From an optimization exercise on the open Yosys and OpenROAD flow, aimed at small area, a short achievable clock period and few clock cycles per item; shortcuts taken in it are not production practice.
The RTL of this run was laid out without a check of its function.
Power figures rest on the tool's default switching activity, not on a simulated workload.

$ cat config.mk
export PLATFORM = sky130hd
export DESIGN_NAME = ring_monitor
export DESIGN_NICKNAME = ring_monitor
export VERILOG_FILES = /design/flow/design.v
export SDC_FILE = /design/flow/constraint.sdc
export NUM_CORES = 4
export LEC_CHECK = 0
export CAP_MARGIN = 20
export CORE_MARGIN = 2
export CORE_UTILIZATION = 40
export PLACE_DENSITY = 0.6
export SLEW_MARGIN = 20
$ cat run.sh
#!/bin/bash
# synth_recipe.tcl (not shown) runs the flow's synth.tcl, then flattens the netlist and writes it again
# the make line also repeats each setting of config.mk as NAME=value (left out here)
make -C /OpenROAD-flow-scripts/flow DESIGN_CONFIG=/design/flow/config.mk WORK_HOME=/design/flow/orfs CLKGATE_MAP_FILE= SYNTH_SCRIPT=/design/flow/synth_recipe.tcl finish
$ cat design.v
module ring_monitor #(
    parameter integer N    = 64,
    parameter integer IDXW = 6       
) (
    input  wire            clk,
    input  wire            rst,            
    input  wire            ev_valid,
    output wire            ev_ready,
    input  wire [3:0]      ev_code,
    input  wire            ev_party,       
    input  wire            ev_ring,        
    input  wire [7:0]      ev_index,       
    output reg             done,
    output reg             done_ok,        
    output reg  [IDXW:0]   done_count,     
    output reg             sig_rx,         
    output reg             rx_int_enable,  
    output reg             tx_kick,        
    output reg             reclaim_valid,  
    output reg  [IDXW-1:0] reclaim_idx,
    output reg  [6:0]      viol,
    output reg  [15:0]     err_cnt
);
    localparam [3:0] EV_RING_ALLOC     = 4'h0;
    localparam [3:0] EV_RING_FREE      = 4'h1;
    localparam [3:0] EV_RX_HW_COMPLETE = 4'h2;
    localparam [3:0] EV_RX_ADVANCE     = 4'h3;
    localparam [3:0] EV_TX_SUBMIT      = 4'h4;
    localparam [3:0] EV_TX_HW_COMPLETE = 4'h5;
    localparam [3:0] EV_TX_DRAIN       = 4'h6;
    localparam [3:0] EV_RX_OVERRUN     = 4'h7;
    localparam [3:0] EV_TX_UNDERRUN    = 4'h8;
    localparam [3:0] EV_ACCESS         = 4'h9;
    localparam integer V_OWNERSHIP      = 0;
    localparam integer V_HW_NOT_OWNER   = 1;
    localparam integer V_SW_NOT_OWNER   = 2;
    localparam integer V_TX_UNRECLAIMED = 3;
    localparam integer V_NOT_ALLOCATED  = 4;
    localparam integer V_DOUBLE_ALLOC   = 5;
    localparam integer V_BAD_EVENT      = 6;
    localparam OWN_SW  = 1'b0;
    localparam OWN_DMA = 1'b1;
    localparam [1:0] S_IDLE     = 2'd0;
    localparam [1:0] S_DRAIN    = 2'd1;
    localparam [1:0] S_UNDERRUN = 2'd2;
    reg  [1:0]      state;
    reg             alloc;
    reg  [N-1:0]    rx_own;
    reg  [N-1:0]    tx_own;
    reg  [IDXW-1:0] rx_cur;
    reg  [IDXW-1:0] hw_rx;
    reg  [IDXW-1:0] tx_prod;
    reg  [IDXW-1:0] tx_comp;
    reg  [IDXW-1:0] hw_tx;
    reg  [IDXW:0]   tx_out;
    reg             rx_int_en;
    reg  [IDXW:0]   drain_n;
    assign ev_ready = (state == S_IDLE);
    wire accept = ev_valid && ev_ready;
    function [IDXW-1:0] inc_idx(input [IDXW-1:0] i);
        inc_idx = (i == N - 1) ? {IDXW{1'b0}} : i + 1'b1;
    endfunction
    wire [IDXW-1:0] rx_cur_next = inc_idx(rx_cur);
    wire            index_ok    = (ev_index < N);
    always @(posedge clk) begin
        if (rst) begin
            state         <= S_IDLE;
            alloc         <= 1'b0;
            rx_int_en     <= 1'b0;
            viol          <= 7'd0;
            err_cnt       <= 16'd0;
            done          <= 1'b0;
            sig_rx        <= 1'b0;
            rx_int_enable <= 1'b0;
            tx_kick       <= 1'b0;
            reclaim_valid <= 1'b0;
        end else begin
            done          <= 1'b0;
            done_ok       <= 1'b0;
            done_count    <= {(IDXW+1){1'b0}};
            sig_rx        <= 1'b0;
            rx_int_enable <= 1'b0;
            tx_kick       <= 1'b0;
            reclaim_valid <= 1'b0;
            case (state)
            S_IDLE: if (accept) begin
                if (ev_code > EV_ACCESS) begin
                    viol[V_BAD_EVENT] <= 1'b1;
                    done <= 1'b1;
                end else if (!alloc && ev_code != EV_RING_ALLOC) begin
                    viol[V_NOT_ALLOCATED] <= 1'b1;
                    done <= 1'b1;
                end else begin
                    case (ev_code)
                    EV_RING_ALLOC: begin
                        if (alloc) begin
                            viol[V_DOUBLE_ALLOC] <= 1'b1;
                        end else begin
                            rx_own    <= {N{OWN_DMA}};
                            tx_own    <= {N{OWN_SW}};
                            rx_cur    <= {IDXW{1'b0}};
                            hw_rx     <= {IDXW{1'b0}};
                            tx_prod   <= {IDXW{1'b0}};
                            tx_comp   <= {IDXW{1'b0}};
                            hw_tx     <= {IDXW{1'b0}};
                            tx_out    <= {(IDXW+1){1'b0}};
                            rx_int_en <= 1'b1;
                            alloc     <= 1'b1;
                        end
                        done <= 1'b1;
                    end
                    EV_RING_FREE: begin
                        alloc     <= 1'b0;
                        rx_int_en <= 1'b0;
                        done      <= 1'b1;
                    end
                    EV_RX_HW_COMPLETE: begin
                        if (rx_own[hw_rx] == OWN_DMA) begin
                            rx_own[hw_rx] <= OWN_SW;
                            hw_rx         <= inc_idx(hw_rx);
                            if (rx_int_en) begin
                                rx_int_en <= 1'b0;
                                sig_rx    <= 1'b1;
                            end
                        end else begin
                            viol[V_HW_NOT_OWNER] <= 1'b1;
                        end
                        done <= 1'b1;
                    end
                    EV_RX_ADVANCE: begin
                        if (rx_own[rx_cur] == OWN_DMA) begin
                            viol[V_SW_NOT_OWNER] <= 1'b1;
                        end else begin
                            rx_own[rx_cur] <= OWN_DMA;
                            rx_cur         <= rx_cur_next;
                            if (rx_cur_next == rx_cur || rx_own[rx_cur_next] == OWN_DMA) begin
                                rx_int_en     <= 1'b1;
                                rx_int_enable <= 1'b1;
                            end else begin
                                sig_rx <= 1'b1;
                            end
                        end
                        done <= 1'b1;
                    end
                    EV_TX_SUBMIT: begin
                        if (tx_own[tx_prod] == OWN_DMA) begin
                            done_ok <= 1'b0;
                        end else if (tx_out == N) begin
                            viol[V_TX_UNRECLAIMED] <= 1'b1;
                            done_ok <= 1'b0;
                        end else begin
                            tx_own[tx_prod] <= OWN_DMA;
                            tx_prod         <= inc_idx(tx_prod);
                            tx_out          <= tx_out + 1'b1;
                            tx_kick         <= 1'b1;
                            done_ok         <= 1'b1;
                        end
                        done <= 1'b1;
                    end
                    EV_TX_HW_COMPLETE: begin
                        if (tx_own[hw_tx] == OWN_DMA) begin
                            tx_own[hw_tx] <= OWN_SW;
                            hw_tx         <= inc_idx(hw_tx);
                        end else begin
                            viol[V_HW_NOT_OWNER] <= 1'b1;
                        end
                        done <= 1'b1;
                    end
                    EV_TX_DRAIN: begin
                        drain_n <= {(IDXW+1){1'b0}};
                        state   <= S_DRAIN;
                    end
                    EV_RX_OVERRUN: begin
                        rx_own    <= {N{OWN_DMA}};
                        rx_cur    <= {IDXW{1'b0}};
                        hw_rx     <= {IDXW{1'b0}};
                        rx_int_en <= 1'b1;
                        err_cnt   <= err_cnt + 16'd1;
                        done      <= 1'b1;
                    end
                    EV_TX_UNDERRUN: begin
                        state <= S_UNDERRUN;
                    end
                    default: begin  
                        if (!index_ok)
                            viol[V_BAD_EVENT] <= 1'b1;
                        else if (ev_party != (ev_ring ? tx_own[ev_index[IDXW-1:0]]
                                                      : rx_own[ev_index[IDXW-1:0]]))
                            viol[V_OWNERSHIP] <= 1'b1;
                        done <= 1'b1;
                    end
                    endcase
                end
            end
            S_DRAIN: begin
                if (tx_out != 0 && tx_own[tx_comp] == OWN_SW) begin
                    reclaim_valid <= 1'b1;
                    reclaim_idx   <= tx_comp;
                    tx_comp       <= inc_idx(tx_comp);
                    tx_out        <= tx_out - 1'b1;
                    drain_n       <= drain_n + 1'b1;
                end else begin
                    done       <= 1'b1;
                    done_count <= drain_n;
                    state      <= S_IDLE;
                end
            end
            S_UNDERRUN: begin
                if (tx_out != 0) begin
                    reclaim_valid <= 1'b1;
                    reclaim_idx   <= tx_comp;
                    tx_comp       <= inc_idx(tx_comp);
                    tx_out        <= tx_out - 1'b1;
                end else begin
                    tx_own  <= {N{OWN_SW}};
                    tx_prod <= {IDXW{1'b0}};
                    tx_comp <= {IDXW{1'b0}};
                    hw_tx   <= {IDXW{1'b0}};
                    err_cnt <= err_cnt + 16'd1;
                    done    <= 1'b1;
                    state   <= S_IDLE;
                end
            end
            default: state <= S_IDLE;
            endcase
        end
    end
endmodule
$ cat constraint.sdc
create_clock -name core_clock -period 8.0 [get_ports {clk}]
set_input_delay 1.6000 -clock core_clock [delete_from_list [all_inputs] [get_ports {clk}]]
set_output_delay 1.6000 -clock core_clock [all_outputs]
set_load 0.01 [all_outputs]
==> run summary <==
==> kinds of logic after synthesis <==
kind of cell,after synthesis,synth area share [%]
fa+ha+maj,29,2.21
mux,164,18.5
simple gates,512,15.0
compound gates,524,19.3
xor+xnor,52,2.78
buf+inv,167,4.39
flops,218,37.9
==> area by class of cell <==
type                            count  share of cell area [%]
Clock inverter                     13                   0.676
Inverter                           36                   0.745
Multi-Input combinational cell   1281                    52.4
Timing Repair Buffer               83                    4.22
Tap cell                          532                    3.67
Clock buffer                       35                    3.94
Sequential cell                   218                    34.3
==> final timing paths <==
kind                                               end  slack (ns)                     from
worst max-delay path            rx_int_en$_SDFFE_PP0P_        3.27  rx_cur[0]$_SDFFCE_PN0P_
worst min-delay path              viol[4]$_SDFFE_PP0P_        0.48     viol[4]$_SDFFE_PP0P_
worst max register to register  rx_int_en$_SDFFE_PP0P_        3.27  rx_cur[0]$_SDFFCE_PN0P_
worst min register to register    viol[4]$_SDFFE_PP0P_        0.48     viol[4]$_SDFFE_PP0P_
==> placed cells by master, fill, tap and decap left out, drive strengths merged, types with 36 or more instances in the layout <==
cell type	netlist	routed
inv	35	36
nand2	148	148
clkdlybuf4s50	0	58
mux2i	46	46
mux4	110	110
nand3	61	61
o21ai	156	156
o211ai	50	50
a21oi	181	181
nor2	124	124
edfxtp	186	186
==> per-layer routing <==
metal	wire length (um)	part of all wire, %	vias to the layer above	global-route usage, %
met5	0	0	-	0
met1	23600	40	7207	38.3
met3	6550	11	203	5.24
met2	25700	43	1029	41.1
li1	-	-	6379	-
met4	3350	5.7	0	14.3
==> power by group through the flow <==
stage,clock [mW],sequential [mW],combinational (mW)
6_report,1.19,1.24,0.143
5_1_grt,1.25,1.24,0.155
4_1_cts,1.21,1.24,0.140
3_5_place_dp,0,1.26,0.140
3_3_place_gp,0,1.26,0.138
2_1_floorplan,0,1.26,0.0970
==> sequential cells by signal, indices dropped and copies added, names as in the netlist, 7 cells and up <==
register,cells
done_count,7
tx_out,7
tx_own,64
rx_own,64
viol,7
err_cnt,16
drain_n,7
==> through the flow <==
| stage | total power [mW] | instances | utilization, % |
|---|---|---|---|
| 2_1_floorplan | 1.35 | 1666 | - |
| 3_3_place_gp | 1.40 | 2150 | 42.5 |
| 3_5_place_dp | 1.40 | 2150 | 42.5 |
| 4_1_cts | 2.59 | 2198 | 44.6 |
| 5_1_grt | 2.64 | 2198 | 44.6 |
| 6_report | 2.57 | 2198 | 44.6 |
==> critical path, stage by stage (launching register included) <==
cell and delay [ns]:
edfxtp_1 0.32, buf_4 0.56, clkinv_1 0.50, ha_1 0.78
nand2b_1 0.20, o21ai_0 0.18, a211o_1 0.30, a211o_1 0.27
o311ai_1 0.09, nand4_1 0.42, nor4_1 0.81, o31a_1 0.21
==> results.json <==
{
  "p_sw_mw": 0.594,
  "fin_nets": 1692,
  "cp.required_ns": 8.50,
  "cts-root-buf": "clkbuf_16",
  "overflow": 0,
  "cts_resized": 0,
  "num_vias": 14800,
  "power_frac_clock_pct": 46.3,
  "ys_seq_elements": 218,
  "synthTopCellsByCount": "edfxtp_1, a21oi_1, o21ai_0",
  "placedInstanceArea_um2": 17300,
  "setup_viol": 0,
  "irDropWorstVdd_mv": 0.180,
  "drt_iter0_drc": 2153,
  "hold-path-cell-count": 2,
  "path_class": "reg2reg",
  "grt_use_total_pct": 27.6,
  "wirelength_mm": 59.1,
  "syn2layout_area_growth_pct": 10.6,
  "grt_pass1_wl_mm": 89.0,
  "row_count": 74,
  "synth-async-reset-ratio_pct": 0,
  "yosysMostFrequentCell": "edfxtp_1",
  "power_frac_seq_pct": 48.1,
  "rsz0062_at_grt": "false",
  "drive_above_1_share_pct": 12.0,
  "clock-sinks": 218,
  "syn_inst": 1666,
  "yosys-top-cells-area": "edfxtp_1, mux4_2, a21oi_1",
  "avgSynthCellArea_um2": 9.85,
  "hold_ws_ns": 0.478,
  "yosysSeqAreaShare_pct": 37.9,
  "p_int_mw": 1.98,
  "synth_top_area_share_pct": 34.0,
  "via_per_inst": 6.74,
  "initial_core_util_pct": 40.4,
  "antenna_left": 0,
  "cts_tree": "yes",
  "cts.clk_slew.worst_paths_ns": 0.06,
  "ios": 60,
  "finalHoldViolations": 0,
  "portBuffers": 59,
  "synth_edf_count": 186,
  "fp.dieH_um": 207,
  "cts_max_level": 1,
  "maxCapViolations": 0,
  "status": "no timing/DRC/antenna violations",
  "drcViolationCount": 0,
  "worst_slack_ns": 3.27,
  "clockBufferDepth": 3,
  "fin_skew_ns": 0.0185,
  "core_um2": 40600,
  "register_area_um2": 6230,
  "min_path_type": "reg2reg",
  "end_kind": "flop",
  "synth_flop_cell": "edfxtp_1",
  "ff2ff_path_depth": 11,
  "antenna_cells": 0,
  "cellLeakagePower_nw": 5.76,
  "routedWlPerCell_um": 26.9,
  "p_comb_share_pct": 5.6,
  "yosys.area.top_type": "edfxtp_1",
  "dpl.hpwl_mm": 41.7,
  "crit_arrival_ns": 5.23,
  "multi_input_area_um2": 9510,
  "cts_setup_buffers": 0,
  "grt_max_degree": 69,
  "crit_fanout": 54,
  "ys_warn_count": 1,
  "synth.net_count": 1712,
  "die-area_um2": 42700,
  "grt_pass1_vias": 14000,
  "tightest_slew_ns": 1.06,
  "drtPass1Iterations": 5,
  "powerDensity_nw_per_um2": 142,
  "gp_congestion": 1.05,
  "start_kind": "flop",
  "max_freq_ghz": 0.212,
  "cts-buffers-inserted": 26,
  "fin_area_um2": 18100,
  "slew_viol_final": 0,
  "p_sw_share_pct": 23.1,
  "finalCritPeriodShare_pct": 59.1,
  "final.min_clock_period_ns": 4.73,
  "place_ws_ns": 2.61,
  "finalSetupTns_ns": 0,
  "clkLatencyLatePin_ns": 0.56,
  "die_width_um": 207,
  "slew_headroom_pct": 29.0,
  "synth_cell_types": 79,
  "cts_hold_buf": 0,
  "antenna_found_initial": 0,
  "fill_cells": 3836,
  "syn_area_um2": 16400
}

separate check: timing with driven ports:
Ports are ideal in the flow. The routed layout listed here was re-timed in OpenROAD.
Step 1: set_driving_cell puts a clkbuf_16 on clk and a buf_2 on each other input, an assumption about the parent block.
Step 2 also shifts input and output timing later by t, the mid clock arrival at the registers, as if the neighbouring blocks saw the same clock.
a / b / c = ideal ports / drivers / drivers and shift; a / b = the first two.
shift t [ns]: 0.605
slack for setup (ns): 3.273 / 3.273 / 2.742
worst slew at a driven data input, ns: 0.06
After both steps this run still meets setup and hold. The setup slack of this run moves by 0.000 ns with the drivers and by -0.531 ns with both steps.
